From an optimization exercise on the open Yosys and OpenROAD flow, aimed at small area, a short achievable clock period and few clock cycles per item; shortcuts taken in it are not production practice.
The RTL was checked by simulation tests, not by an equivalence proof against the original design.
Power is estimated from default activity; no workload was simulated.

==> 10-23 <==
## scan_engine
module scan_engine (
    input  wire         clk,
    input  wire         rst,          
    input  wire         load_valid,   
    input  wire [127:0] load_word,
    input  wire         start,        
    input  wire         tick,         
    input  wire [15:0]  in_bits,      
    input  wire [39:0]  ana,          
    input  wire [4:0]   dbg_addr,
    output wire         ready,
    output wire [15:0]  out_bits,
    output reg  [31:0]  dbg_data
);
    localparam NB   = 64;
    localparam NI   = 16;
    localparam NT   = 8;
    localparam MAXC = 16;
    localparam DSTEP = 2;             
    localparam ST_OFF = 2'd0, ST_ON = 2'd1, ST_TIMING = 2'd2;
    localparam O_NOP  = 5'd0,  O_INV  = 5'd1,  O_AND  = 5'd2,  O_NAND = 5'd3,
               O_OR   = 5'd4,  O_NOR  = 5'd5,  O_XOR  = 5'd6,  O_BIST = 5'd7,
               O_BMX2 = 5'd8,  O_BMX4 = 5'd9,  O_CLT  = 5'd10, O_CLE  = 5'd11,
               O_CEQ  = 5'd12, O_CGE  = 5'd13, O_CGT  = 5'd14, O_ADD  = 5'd15,
               O_SUB  = 5'd16, O_MUL  = 5'd17, O_DIV  = 5'd18, O_MOD  = 5'd19,
               O_IMX2 = 5'd20, O_IMX4 = 5'd21, O_ASCL = 5'd22, O_UCNT = 5'd23,
               O_DCNT = 5'd24, O_ASTB = 5'd25, O_MONO = 5'd26, O_VMON = 5'd27,
               O_DLY  = 5'd28, O_VDLY = 5'd29;
  ...
==> flow/config.mk <==
export PLATFORM = sky130hd
export DESIGN_NAME = scan_engine
export DESIGN_NICKNAME = scan_engine
export VERILOG_FILES = /design/flow/design.v
export SDC_FILE = /design/flow/constraint.sdc
export NUM_CORES = 4
export LEC_CHECK = 0
export CAP_MARGIN = 20
export CORE_MARGIN = 2
export CORE_UTILIZATION = 45
export SETUP_SLACK_MARGIN = 5
export SLEW_MARGIN = 20
==> flow/constraint.sdc <==
create_clock -name core_clock -period 15.0 [get_ports {clk}]
set_input_delay 3.0000 -clock core_clock [delete_from_list [all_inputs] [get_ports {clk}]]
set_output_delay 3.0000 -clock core_clock [all_outputs]
set_load 0.01 [all_outputs]
standard.sh (not shown) runs the stock make flow with config.mk's settings and CLKGATE_MAP_FILE= SYNTH_SCRIPT=/design/flow/synth_recipe.tcl, a recipe that flattens the netlist after the stock synthesis.
==> flow/flow/run.sh <==
#!/bin/bash
# Layout flow: the standard ORFS flow (standard.sh) with two changes:
#  - Yosys's full/half-adder extraction (ADDER_MAP_FILE) is skipped, so
#    that ABC maps all combinational logic, adders included, for delay;
#  - timing repair aims at a setup slack of 6.5 ns at the design's clock
#    period instead of config.mk's 5 ns.
# Registers are untouched by either change.  The make output goes to
# flow_make.log; ORFS keeps each step's log under orfs/logs.
set -euo pipefail
bash standard.sh ADDER_MAP_FILE= SETUP_SLACK_MARGIN=6.5 finish > flow_make.log 2>&1
==> 06-06 (differences from 10-23) <==
--- a/flow/design.v
+++ b/flow/design.v
@@ -126,48 +126,30 @@
     wire px2 = bv[f_x2];
     wire pc  = bv[f_c];
     wire pd  = bv[f_d];
     wire is_balt = (op == O_UCNT) || (op == O_VMON) || (op == O_VDLY);
     wire xa = is_balt ? pc : px1;
     wire xb = is_balt ? pd : px2;
     wire [3:0] qp_idx = f_x1[3:0];
     wire [3:0] qq_idx = f_x2[3:0];
-    wire [15:0] ia_a = imem[{ringa[0][14:11], 4'b0} +: 16];
-    wire [15:0] ib_a = imem[{ringa[0][20:17], 4'b0} +: 16];
-    wire [15:0] ia_b = imem[{ringb[0][14:11], 4'b0} +: 16];
-    wire [15:0] ib_b = imem[{ringb[0][20:17], 4'b0} +: 16];
-    wire [15:0] ia = phc ? ia_b : ia_a;
-    wire [15:0] ib = phc ? ib_b : ib_a;
-    wire [15:0] ic = imem[{f_c[3:0], 4'b0} +: 16];
-    wire [15:0] id = imem[{f_d[3:0], 4'b0} +: 16];
+    wire [15:0] ia = imem[{qp_idx, 4'b0} +: 16];
+    wire [15:0] ib = imem[{qq_idx, 4'b0} +: 16];
     wire x_imx4 = (op == O_IMX4);
-    wire x_dm   = (op == O_DIV) || (op == O_MOD);
+    wire [15:0] yia, yib;
     wire [2:0] tslot = run ? tsc : 3'd0;
     reg  [NT-1:0] tz_all;
     integer j;
     always @(*)
         for (j = 0; j < NT; j = j + 1)
             tz_all[j] = tick_go ? (tmr[j*32 +: 32] <= 32'd1) : (tmr[j*32 +: 32] == 32'd0);
     wire tzero = tz_all[tslot];
     wire rise  = xa & ~cur_pv;
     wire [16:0] add_full = {1'b0, ia} + {1'b0, ib};
-    wire [16:0] mul_lo = ia * ib;
-    reg  [15:0] ia_sfx;                   
-    reg         mul_big;
-    integer m;
-    always @(*) begin
-        ia_sfx[15] = ia[15];
-        for (m = 14; m >= 0; m = m - 1)
-            ia_sfx[m] = ia_sfx[m+1] | ia[m];
-        mul_big = 1'b0;
-        for (m = 1; m < 16; m = m + 1)
-            mul_big = mul_big | (ib[m] & ia_sfx[16-m]);
-    end
-    wire mul_ovf = mul_big | mul_lo[16];
+    wire [31:0] mul_full = ia * ib;
     reg  [9:0] raw;
     always @(*) begin
         case (f_x1[1:0])
             2'd0: raw = areg[9:0];
             2'd1: raw = areg[19:10];
             2'd2: raw = areg[29:20];
             default: raw = areg[39:30];
         endcase
@@ -225,33 +207,33 @@
                 iw_val = add_full[16] ? 16'hffff : add_full[15:0];
             end
             O_SUB:  begin
                 iw_en = 1'b1; rd_p = 1'b1; rd_q = 1'b1; wr_i = 1'b1;
                 iw_val = (ia >= ib) ? (ia - ib) : 16'd0;
             end
             O_MUL:  begin
                 iw_en = 1'b1; rd_p = 1'b1; rd_q = 1'b1; wr_i = 1'b1;
-                iw_val = mul_ovf ? 16'hffff : mul_lo[15:0];
+                iw_val = (mul_full[31:16] != 16'd0) ? 16'hffff : mul_full[15:0];
             end
             O_DIV, O_MOD: begin
                 rd_p = 1'b1; rd_q = 1'b1; wr_i = 1'b1;
                 if (ib == 16'd0 || ia < ib) begin
                     iw_en  = 1'b1;
                     iw_val = (op == O_MOD) ? ia : (ib == 16'd0) ? 16'hffff : 16'd0;
                 end else
                     is_div = 1'b1;
             end
             O_IMX2: begin
                 iw_en = 1'b1; rd_p = 1'b1; rd_q = 1'b1; wr_i = 1'b1;
                 iw_val = xe ? ib : ia;
             end
             O_IMX4: begin
                 iw_en = 1'b1; rd_p = 1'b1; rd_q = 1'b1; wr_i = 1'b1;
-                iw_val = xf ? (xe ? id : ic) : (xe ? ib : ia);
+                iw_val = xf ? (xe ? yib : yia) : (xe ? ib : ia);
             end
             O_ASCL: begin
                 iw_en = 1'b1; wr_i = 1'b1;
                 iw_val = asc_res;
             end
             O_ASTB: begin
                 timed = 1'b1;
                 pv_nx = xa;
@@ -338,46 +320,32 @@
     wire [5:0]  y_e     = ey[28:23];
     wire [5:0]  y_f     = ey[34:29];
     wire [5:0]  y_c     = ey[40:35];
     wire [5:0]  y_d     = ey[46:41];
     wire y_bit  = (y_op >= O_INV) && (y_op <= O_BMX4);      
     wire y_cmp  = (y_op >= O_CLT) && (y_op <= O_CGT);
     wire y_ar   = (y_op == O_ADD) || (y_op == O_SUB);
     wire y_imx  = (y_op == O_IMX2);
-    wire y_mul  = (y_op == O_MUL);
-    wire y_dm   = (y_op == O_DIV) || (y_op == O_MOD);
-    wire y_ok   = (y_op == O_NOP) || y_bit || y_cmp || y_ar || y_imx || y_mul ||
-                  (y_dm && y_dfast);
-    wire y_wi   = y_ar || y_imx || y_mul || y_dm;            
-    wire y_ri   = y_cmp || y_ar || y_imx || y_mul || y_dm;   
+    wire y_ok   = (y_op == O_NOP) || y_bit || y_cmp || y_ar || y_imx;
+    wire y_wi   = y_ar || y_imx;                             
+    wire y_ri   = y_cmp || y_ar || y_imx;                    
     wire ye = bv[y_e];
     wire yf = bv[y_f];
     wire y_bmx = (y_op == O_BMX2) || (y_op == O_BMX4);
     wire [5:0] yp1_idx = (y_bmx && ye) ? y_x2 : y_x1;
     wire [5:0] yp2_idx = (y_op == O_BMX4) ? (ye ? y_d : y_c) : y_x2;
     wire ya = bv[yp1_idx];
     wire yb = bv[yp2_idx];
-    wire [15:0] yia = phn ? ia_b : ia_a;
-    wire [15:0] yib = phn ? ib_b : ib_a;
+    wire [3:0] yqp_idx = x_imx4 ? f_c[3:0] : y_x1[3:0];
+    wire [3:0] yqq_idx = x_imx4 ? f_d[3:0] : y_x2[3:0];
+    assign yia = imem[{yqp_idx, 4'b0} +: 16];
+    assign yib = imem[{yqq_idx, 4'b0} +: 16];
     wire [16:0] y_sum  = {1'b0, yia} + {1'b0, yib};
     wire [16:0] y_diff = {1'b0, yia} - {1'b0, yib};
-    wire        y_dfast = (yib == 16'd0) || y_diff[16];
-    wire [16:0] ymul_lo = yia * yib;
-    reg  [15:0] yia_sfx;
-    reg         ymul_big;
-    always @(*) begin
-        yia_sfx[15] = yia[15];
-        for (m = 14; m >= 0; m = m - 1)
-            yia_sfx[m] = yia_sfx[m+1] | yia[m];
-        ymul_big = 1'b0;
-        for (m = 1; m < 16; m = m + 1)
-            ymul_big = ymul_big | (yib[m] & yia_sfx[16-m]);
-    end
-    wire ymul_ovf = ymul_big | ymul_lo[16];
     reg        ybw_en, ybw_val;
     reg [15:0] yiw_val;
     always @(*) begin
         ybw_en  = 1'b0;
         ybw_val = 1'b0;
         yiw_val = 16'd0;
         case (y_op)
             O_INV:  begin ybw_en = 1'b1; ybw_val = ~ya; end
@@ -398,47 +366,44 @@
             O_CLT:  begin ybw_en = 1'b1; ybw_val = y_diff[16]; end
             O_CLE:  begin ybw_en = 1'b1; ybw_val = y_diff[16] | (yia == yib); end
             O_CEQ:  begin ybw_en = 1'b1; ybw_val = (yia == yib); end
             O_CGE:  begin ybw_en = 1'b1; ybw_val = ~y_diff[16]; end
             O_CGT:  begin ybw_en = 1'b1; ybw_val = ~y_diff[16] & (yia != yib); end
             O_ADD:  yiw_val = y_sum[16] ? 16'hffff : y_sum[15:0];
             O_SUB:  yiw_val = y_diff[16] ? 16'd0 : y_diff[15:0];
             O_IMX2: yiw_val = ye ? yib : yia;
-            O_MUL:  yiw_val = ymul_ovf ? 16'hffff : ymul_lo[15:0];
-            O_DIV:  yiw_val = (yib == 16'd0) ? 16'hffff : 16'd0;
-            O_MOD:  yiw_val = yia;
             default: ;
         endcase
     end
     reg x_wb;
     always @(*)
         case (op)
             O_INV, O_AND, O_NAND, O_OR, O_NOR, O_XOR, O_BIST, O_BMX2, O_BMX4,
             O_CLT, O_CLE, O_CEQ, O_CGE, O_CGT, O_ASTB, O_MONO, O_VMON,
             O_DCNT, O_DLY, O_VDLY: x_wb = 1'b1;
             default: x_wb = 1'b0;
         endcase
     wire dep_b = x_wb & ((y_bit & ((f_o == y_x1) | (f_o == y_x2) | (f_o == y_e) |
                                    (f_o == y_f) | (f_o == y_c) | (f_o == y_d))) |
                          (y_imx & ((f_o == y_e) | (f_o == y_f))));
     wire dep_i = wr_i & ((y_ri & ((f_o[3:0] == y_x1[3:0]) | (f_o[3:0] == y_x2[3:0]))) |
-                         (x_dm & y_wi & (f_o[3:0] == y_o[3:0])));
+                         (is_div & y_wi & (f_o[3:0] == y_o[3:0])));
     wire dact  = dbusy | dpend;
-    wire stall = (~run & (op == O_ASCL)) | dact & (x_dm |
+    wire stall = (~run & (op == O_ASCL)) | dact & (is_div |
                          (x_imx4 && (f_c[3:0] == dout || f_d[3:0] == dout)) |
                          (rd_p && qp_idx == dout) |
                          (rd_q && qq_idx == dout) |
                          (wr_i && f_o[3:0] == dout));
     wire exec  = go | (run & ~pos[4]);
     wire adv   = exec & ~stall;
     wire launch = adv & is_div;
     wire y_dhaz = dact & ((y_ri & ((y_x1[3:0] == dout) | (y_x2[3:0] == dout))) |
                           (y_wi & (y_o[3:0] == dout)));
-    wire dual = adv & y_ok & ~dep_b & ~dep_i & ~y_dhaz & (pos != 5'd15);
+    wire dual = adv & ~x_imx4 & y_ok & ~dep_b & ~dep_i & ~y_dhaz & (pos != 5'd15);
     wire rota = do_load ? ~nload[0] : (adv & ~phc) | (dual & phc);
     wire rotb = do_load ?  nload[0] : (adv &  phc) | (dual & ~phc);
     wire        eiw_en  = adv & iw_en;
     wire dlast  = dbusy & (dcnt == 16 / DSTEP - 1);
     wire dfree  = ~eiw_en;
     wire dwrite = (dpend | dlast) & dfree;
     wire div_idle_after = ~launch & ((~dbusy & ~dpend) | dwrite);
     wire last_adv = adv & ((pos == 5'd15) | (dual & (pos == 5'd14)));
==> flow/flow/run.sh (replaced) <==
#!/bin/bash
# Layout flow: the standard ORFS flow, with one synthesis change:
# Yosys's full/half-adder extraction (ADDER_MAP_FILE) is skipped, so that
# ABC maps all combinational logic, adders included, for delay.
# Registers are untouched by this change.
set -euo pipefail
bash standard.sh ADDER_MAP_FILE= finish > flow_make.log 2>&1
==> comparison table <==
| item | 10-23 | 06-06 |
|---|---|---|
| Count of instances resized after the clock tree is built | 372 | 226 |
| Antenna cell count | 31 | 44 |
| Cells on worst reg2reg path | 30 | 36 |
| Critical Path Sink Type | output pin | register |
| Launch point of the worst hold path | ringb[6][74]$_DFFE_PP_ | ringb[3][70]$_DFFE_PP_ |
| Vias in the first global route | 112700 | 114600 |
| Total power density per cell area | 244.9 mW/mm² | 274.7 mW/mm² |
| Filler-free cell count of the finished design | 18650 | 18540 |
| Setup fix buffers added after clock tree synthesis | 145 | 86 |
| Run status | complete, no violations | complete, no violations |
| Placeable core region | 0.3094 mm² | 0.3061 mm² |
| Actual slew at the worst max-slew pin | 1272 ps | 1362 ps |
| Violation count after the first detailed-route iteration | 19320 | 19910 |
| Minimum clock period after layout | 8855 ps | 10030 ps |
| Gate Count Post-Synth | 13940 | 14050 |
| Reported clock group power | 0.00587 W | 0.00579 W |
| Start point of the critical path | dbg_addr[0] | in_bits[15] |
| Internal power | 0.02049 W | 0.02202 W |
| Global-route wire length before repair | 868900 µm | 877200 µm |
Testbench counts of 10-23, summed over its fixed seeds: cycles 160,675, scans 15,360.
Testbench counts of 06-06, summed over its fixed seeds: cycles 175,791, scans 15,360.

-- port drivers added, routing unchanged --
The results above use ideal ports. As a check the final layouts listed here were re-extracted and re-timed, cells and wires unchanged. Step 1 (the two cells are an assumption about what drives the block):
set clk [get_ports {clk}]
set_driving_cell -lib_cell sky130_fd_sc_hd__clkbuf_16 $clk
set_driving_cell -lib_cell sky130_fd_sc_hd__buf_2 [delete_from_list [all_inputs] $clk]
Step 2 also shifts input and output timing later by t, the mid clock arrival at the registers, as if the neighbouring blocks saw the same clock. a / b / c = ideal / step 1 / step 2; a / b = the first two.
| run | t, ns | setup WS [ns] | worst data-port slew with drivers (ns) |
|---|---|---|---|
| 10-23 | 1.048 | 6.145 / 5.689 / 5.469 | 0.52 |
| 06-06 | 1.040 | 4.966 / 4.895 / 4.002 | 0.21 |
After both steps every run listed still meets setup and hold. For 06-06, which loses most, drivers alone change the setup slack by -0.071 ns; drivers and shift together by -0.964 ns.
